Source: an optimization exercise on an open RTL-to-GDS flow (aim: small area). Production flows keep margins and buffers that such runs may drop.
At most, simulation tests tie the RTL to the original design; equivalence was not proved.
No activity file was given, so power comes from the tool's default toggle rates.

## pyro_radio_b
module pyro_radio_b (
    input  wire          clk,
    input  wire          rst,             
    input  wire          frame_valid,
    input  wire [175:0]  frame,
    input  wire [31:0]   now,             
    output reg           st_valid,        
    output reg  [1:0]    st_code,         
    output reg  [43:0]   ch_off,          
    output reg  [47:0]   mouse,           
    output reg  [15:0]   mbtn_raw,        
    output reg  [15:0]   key_raw,
    output reg  [1:0]    sw_stable,       
    output reg  [6:0]    sw_event,        
    output reg  [31:0]   sw_change_time,  
    output wire [65:0]   btn_event,       
    output wire [21:0]   btn_stable,
    output wire [21:0]   btn_pending,
    output wire [175:0]  btn_repeat,      
    output wire [703:0]  btn_hold_time,   
    output reg           online
);
==> flow/config.mk <==
export PLATFORM = sky130hd
export DESIGN_NAME = pyro_radio_b
export DESIGN_NICKNAME = pyro_radio_b
export VERILOG_FILES = /design/flow/design.v
export SDC_FILE = /design/flow/constraint.sdc
export NUM_CORES = 8
export LEC_CHECK = 0
export CAP_MARGIN = 20
export CORE_MARGIN = 2
export CORE_UTILIZATION = 40
export SLEW_MARGIN = 20
==> flow/constraint.sdc <==
create_clock -name core_clock -period 15.0 [get_ports {clk}]
set_input_delay 3.0000 -clock core_clock [delete_from_list [all_inputs] [get_ports {clk}]]
set_output_delay 3.0000 -clock core_clock [all_outputs]
set_load 0.01 [all_outputs]
run.sh (not shown) runs the stock make flow with config.mk's settings and CLKGATE_MAP_FILE= SYNTH_SCRIPT=/design/flow/synth_recipe.tcl, a recipe that flattens the netlist after the stock synthesis.
The starting point completed and failed the layout checks on negative setup slack.
Next try:
--- a/flow/design.v
+++ b/flow/design.v
@@ -614,37 +614,37 @@
     wire db_ok  = db_end | ((db == DB_E1) & tick);    
     wire pr_end = (pr == PR_E);
     wire pr_ok  = pr_end | ((pr == PR_E1) & tick);    
     wire rc      = v ^ raw_state;
     wire accept  = (v ^ stable_state) & ~rc & db_ok;
     wire in_hold = kind[2] & kind[0];
     wire s1 = pending & pr_ok;
     wire s2 = ~s1 & accept & v;
     wire s3 = ~s1 & accept & ~v;
     wire s4 = ~s1 & ~accept & stable_state & in_hold;
     wire s5 = ~s1 & ~accept & stable_state & ~in_hold & pr_ok;
-    wire        upd  = eval & s4;
-    wire        clr  = rst | (eval & (s2 | s5));
-    wire [31:0] hadd = {32{upd}} & delta_r;
+    wire        upd  = eval & s4;               
+    wire        keep = ~rst & ~(eval & (s2 | s4 | s5));
     wire [32:0] hc;
     wire [31:0] hsum;
-    assign hc[0] = upd & tick;
+    assign hc[0] = tick;
     genvar i;
     generate
         for (i = 0; i < 32; i = i + 1) begin : g_add
-            assign hsum[i]   = hold_time[i] ^ hadd[i] ^ hc[i];
-            assign hc[i + 1] = (hold_time[i] & hadd[i]) | (hc[i] & (hold_time[i] ^ hadd[i]));
+            assign hsum[i]   = hold_time[i] ^ delta_r[i] ^ hc[i];
+            assign hc[i + 1] = (hold_time[i] & delta_r[i]) | (hc[i] & (hold_time[i] ^ delta_r[i]));
         end
     endgenerate
+    wire [31:0] hnext = ({32{upd}} & hsum) | ({32{keep}} & hold_time);
     always @(posedge clk) begin
-        hold_time <= clr ? 32'd0 : hsum;
+        hold_time <= hnext;
         if (rst | (eval & rc))
             db <= DB_S;
         else if (tick & ~db_end)
             db <= db_next;
         if (rst | (eval & s2))
             pr <= PR_P;
         else if (eval & s3)
             pr <= PR_R;
         else if (tick & ~pr_end)
             pr <= pr_next;
         if (rst) begin
@@ -698,34 +698,35 @@
     wire [10:0] ch2 = F[32:22];
     wire [10:0] ch3 = F[43:33];
     wire [1:0]  gear = F[45:44];
     wire [3:0]  fn   = F[49:46];
     wire [7:0]  mb0  = frame[8*16 +: 8];
     wire [7:0]  mb1  = frame[8*17 +: 8];
     wire [15:0] keys = frame[8*18 +: 16];
     wire range_ok = (ch0 >= 11'd364) && (ch0 <= 11'd1684) &&
                     (ch1 >= 11'd364) && (ch1 <= 11'd1684) &&
                     (ch2 >= 11'd364) && (ch2 <= 11'd1684) &&
                     (ch3 >= 11'd364) && (ch3 <= 11'd1684);
-    wire commit = frame_valid && crc_ok && range_ok;
+    wire commit = frame_valid && crc_ok && range_ok && !rst;
     reg         now0_q;
-    reg  [31:0] delta_r;
+    reg  [31:0] delta_n;                     
+    wire [31:0] delta_r = ~delta_n;
     wire        tick = now[0] ^ now0_q;
     always @(posedge clk) begin
         now0_q <= now[0];
         if (rst)
-            delta_r <= now;                  
+            delta_n <= ~now;                 
         else if (commit)
-            delta_r <= 32'd0;                
+            delta_n <= 32'hFFFFFFFF;         
         else
-            delta_r <= delta_r + {31'd0, tick};
+            delta_n <= delta_n - {31'd0, tick};
     end
     always @(posedge clk) begin
         st_code <= !crc_ok ? 2'd1 : !range_ok ? 2'd2 : 2'd0;
         if (rst) begin
             st_valid       <= 1'b0;
             ch_off         <= 44'd0;
             mouse          <= 48'd0;
             mbtn_raw       <= 16'd0;
             key_raw        <= 16'd0;
             sw_stable      <= 2'd0;
             sw_event       <= 7'd0;
The changed run finished clean.
Area after synthesis falls by 3.7%.
Synthesized cell count falls by 10%.
Cell area falls by 9.6%.
Maximum frequency rises by 14%.
Wire length falls by 0.76%.
Global-route usage rises by 0.96 points.
Worst setup slack is better by 2.0 ns.
Worst hold slack stays flat.
Combinational power falls by about 6%.
Sequential cell count is unchanged.
Clock power rises by about 2%.
Register-to-register slack is better by 0.92 ns.
No functional check of the RTL was part of any run of this note.


## v6
Another version of the RTL of pyro_radio_b (not shown whole).
Size in the first run: about 7100 cells after synthesis, about 1500 flip-flops, ~1400 I/O pins, roughly 73000 µm² of cells after synthesis.
==> flow/design.v (excerpt) <==
module pyro_radio_b (
    input  wire          clk,
    input  wire          rst,             
    input  wire          frame_valid,
    input  wire [175:0]  frame,
    input  wire [31:0]   now,             
    output reg           st_valid,        
    output reg  [1:0]    st_code,         
    output reg  [43:0]   ch_off,          
    output reg  [47:0]   mouse,           
    output reg  [15:0]   mbtn_raw,        
    output reg  [15:0]   key_raw,
    output reg  [1:0]    sw_stable,       
    output reg  [6:0]    sw_event,        
    output reg  [31:0]   sw_change_time,  
    output wire [65:0]   btn_event,       
    output wire [21:0]   btn_stable,
    output wire [21:0]   btn_pending,
    output wire [175:0]  btn_repeat,      
    output wire [703:0]  btn_hold_time,   
    output reg           online
);
Settings: LEC_CHECK=0, CAP_MARGIN=20, CORE_MARGIN=2, CORE_UTILIZATION=40, SLEW_MARGIN=20; clock period 15.0 ns.
standard.sh (not shown) runs the stock make flow with config.mk's settings and CLKGATE_MAP_FILE= SYNTH_SCRIPT=/design/flow/synth_recipe.tcl, a recipe that flattens the netlist after the stock synthesis.
==> flow/flow/run.sh <==
#!/bin/bash
# Layout flow: the standard ORFS flow (standard.sh), with these changes to
# how the layout is made:
#  - synthesis is the standard flow's synthesis script with another ABC mapping script
#    (flow/synth.tcl, flow/abc_area.script): an area-recovering mapping
#    without ABC's own buffering and upsizing;
#  - the port buffers that global placement inserts are sky130_fd_sc_hd__buf_1;
#  - clock tree synthesis inserts no dummy loads.
# Each tool's full output goes to the ORFS logs under orfs/logs/, and the make
# output to flow_make.log in this folder.
set -euo pipefail
here=$(pwd)
export FLOW_ABC_SCRIPT="$here/flow/abc_area.script"
export BUFFER_PORTS_ARGS="-buffer_cell sky130_fd_sc_hd__buf_1"
export CTS_ARGS="-sink_clustering_enable -repair_clock_nets -dont_use_dummy_load -sink_clustering_size 20 -sink_clustering_max_diameter 100"
bash standard.sh SYNTH_SCRIPT="$here/flow/synth.tcl" finish > flow_make.log 2>&1
==> flow/flow/abc_area.script <==
&get -n
&st
&dch
&nf
&st
&syn2
&synch2
&nf
&st
&dch
&nf -R 1000
&put
topo
stime -c
==> flow/flow/synth.tcl <==
# The standard flow's synthesis script (synth_recipe.tcl), with ORFS's ABC speed script
# replaced by abc_area.script from this folder: the same Yosys flow and the
# same registers, only the gate mapping of the logic differs.
proc synth {args} { yosys synth -nofsm -noshare {*}$args }
proc abc {args} {
  set i [lsearch -exact $args -script]
  if { $i >= 0 } {
    set args [lreplace $args [expr {$i + 1}] [expr {$i + 1}] $::env(FLOW_ABC_SCRIPT)]
  }
  puts "abc with: $args"
  yosys abc {*}$args
}
source $::env(SCRIPTS_DIR)/synth.tcl
# left out here: clear keep_hierarchy, flatten, clean up, hide names made inside functions, write 1_2_yosys.v
### v6 -> v7
-- flow/design.v --
<<< v6, line 579
    input  wire        raw_state,      
    input  wire        tick,           
    input  wire        tick_c,         
    input  wire [31:0] delta_r,        
    output reg  [2:0]  kind,
>>> v7, line 579
    input  wire        raw_state,      
    input  wire        tick,           
    input  wire [31:0] delta_r,        
    output reg  [2:0]  kind,
<<< v6, line 640
    wire [32:0] hc;
    wire [31:0] hsum;
    assign hc[0] = tick_c;
    genvar i;
    generate
>>> v7, line 639
    wire [32:0] hc;
    wire [31:0] hsum;
    assign hc[0] = tick;
    genvar i;
    generate
<<< v6, line 725
    wire [31:0] delta_r = ~delta_n;
    wire        tick = now[0] ^ now0_q;
    reg         now0_n;
    wire        tick_c = ~(now[0] ^ now0_n);
    always @(posedge clk) begin
        now0_q <= now[0];
        now0_n <= ~now[0];
        if (rst)
            delta_n <= ~now;                 
>>> v7, line 724
    wire [31:0] delta_r = ~delta_n;
    wire        tick = now[0] ^ now0_q;
    always @(posedge clk) begin
        now0_q <= now[0];
        if (rst)
            delta_n <= ~now;                 
<<< v6, line 778
            pyro_btn_entry u_btn (
                .clk(clk), .rst(rst), .eval(commit), .v(levels[g]), .raw_state(raws[g]),
                .tick(tick), .tick_c(tick_c), .delta_r(delta_r),
                .kind(btn_event[3*g +: 3]), .stable_state(btn_stable[g]),
                .pending(btn_pending[g]), .repeat_count(btn_repeat[8*g +: 8]),
>>> v7, line 774
            pyro_btn_entry u_btn (
                .clk(clk), .rst(rst), .eval(commit), .v(levels[g]), .raw_state(raws[g]),
                .tick(tick), .delta_r(delta_r),
                .kind(btn_event[3*g +: 3]), .stable_state(btn_stable[g]),
                .pending(btn_pending[g]), .repeat_count(btn_repeat[8*g +: 8]),
--- outcome ---
Routed wire length went up by a few percent going from v6 to v7.
The die of v7 is smaller than the one used in v6.
Between v6 and v7, the flow reports non-clock buffer count increasing slightly.
Taking v6 as the reference point, the placement-stage worst setup slack of v7 rises by 0.018 ns.
| clock-net power | v7 vs v6 | about 2% lower |
Leakage power: v7 better than v6
v7 vs v6: post-detailed-route via-to-cell ratio up slightly
Going from v6 to v7, via count of the first global-routing pass barely changed, clock buffer count dropped 3, power climbed 1.6%, post-layout instance count excluding filler cells dropped 0.99%, number of cells upsized or downsized after cts climbed about 14%.
Sort v7 and v6 by required time of the worst setup path desc -> top: v6
No functional check of the RTL was part of v6.

==> what the ideal ports hide <==
The results above use ideal ports. As a check the final layouts listed here were re-extracted and re-timed, cells and wires unchanged. Step 1, drivers: a clkbuf_16 drives clk and a buf_2 each remaining input, both assumed. Step 2 also shifts input and output timing later by t, the mid clock arrival at the registers, as if the neighbouring blocks saw the same clock. Three values: no drivers, after step 1, after step 2; two values: the first two.
| run | t (ns) | slack for setup (ns) | worst setup path at the end | slew at the worst register clock pin (ns) |
|---|---|---|---|---|
| the first run of note 1 | 0.899 | -1.815 / -1.805 / -2.704 | input to register | 0.06 / 0.06 |
| the second run of note 1 | 0.948 | 0.220 / 0.293 / -0.655 | input to register | 0.08 / 0.08 |
| v6 | 0.794 | 0.233 / 0.295 / -0.499 | input to register | 0.09 / 0.09 |
| v7 | 0.823 | 0.248 / 0.281 / -0.542 | input to register | 0.10 / 0.10 |
With both steps, setup timing fails in the second run of note 1, v6 and v7, where it was met with ideal ports. The setup slack of the first run of note 1, which loses most, moves by +0.010 ns with the drivers and by -0.889 ns with both steps.
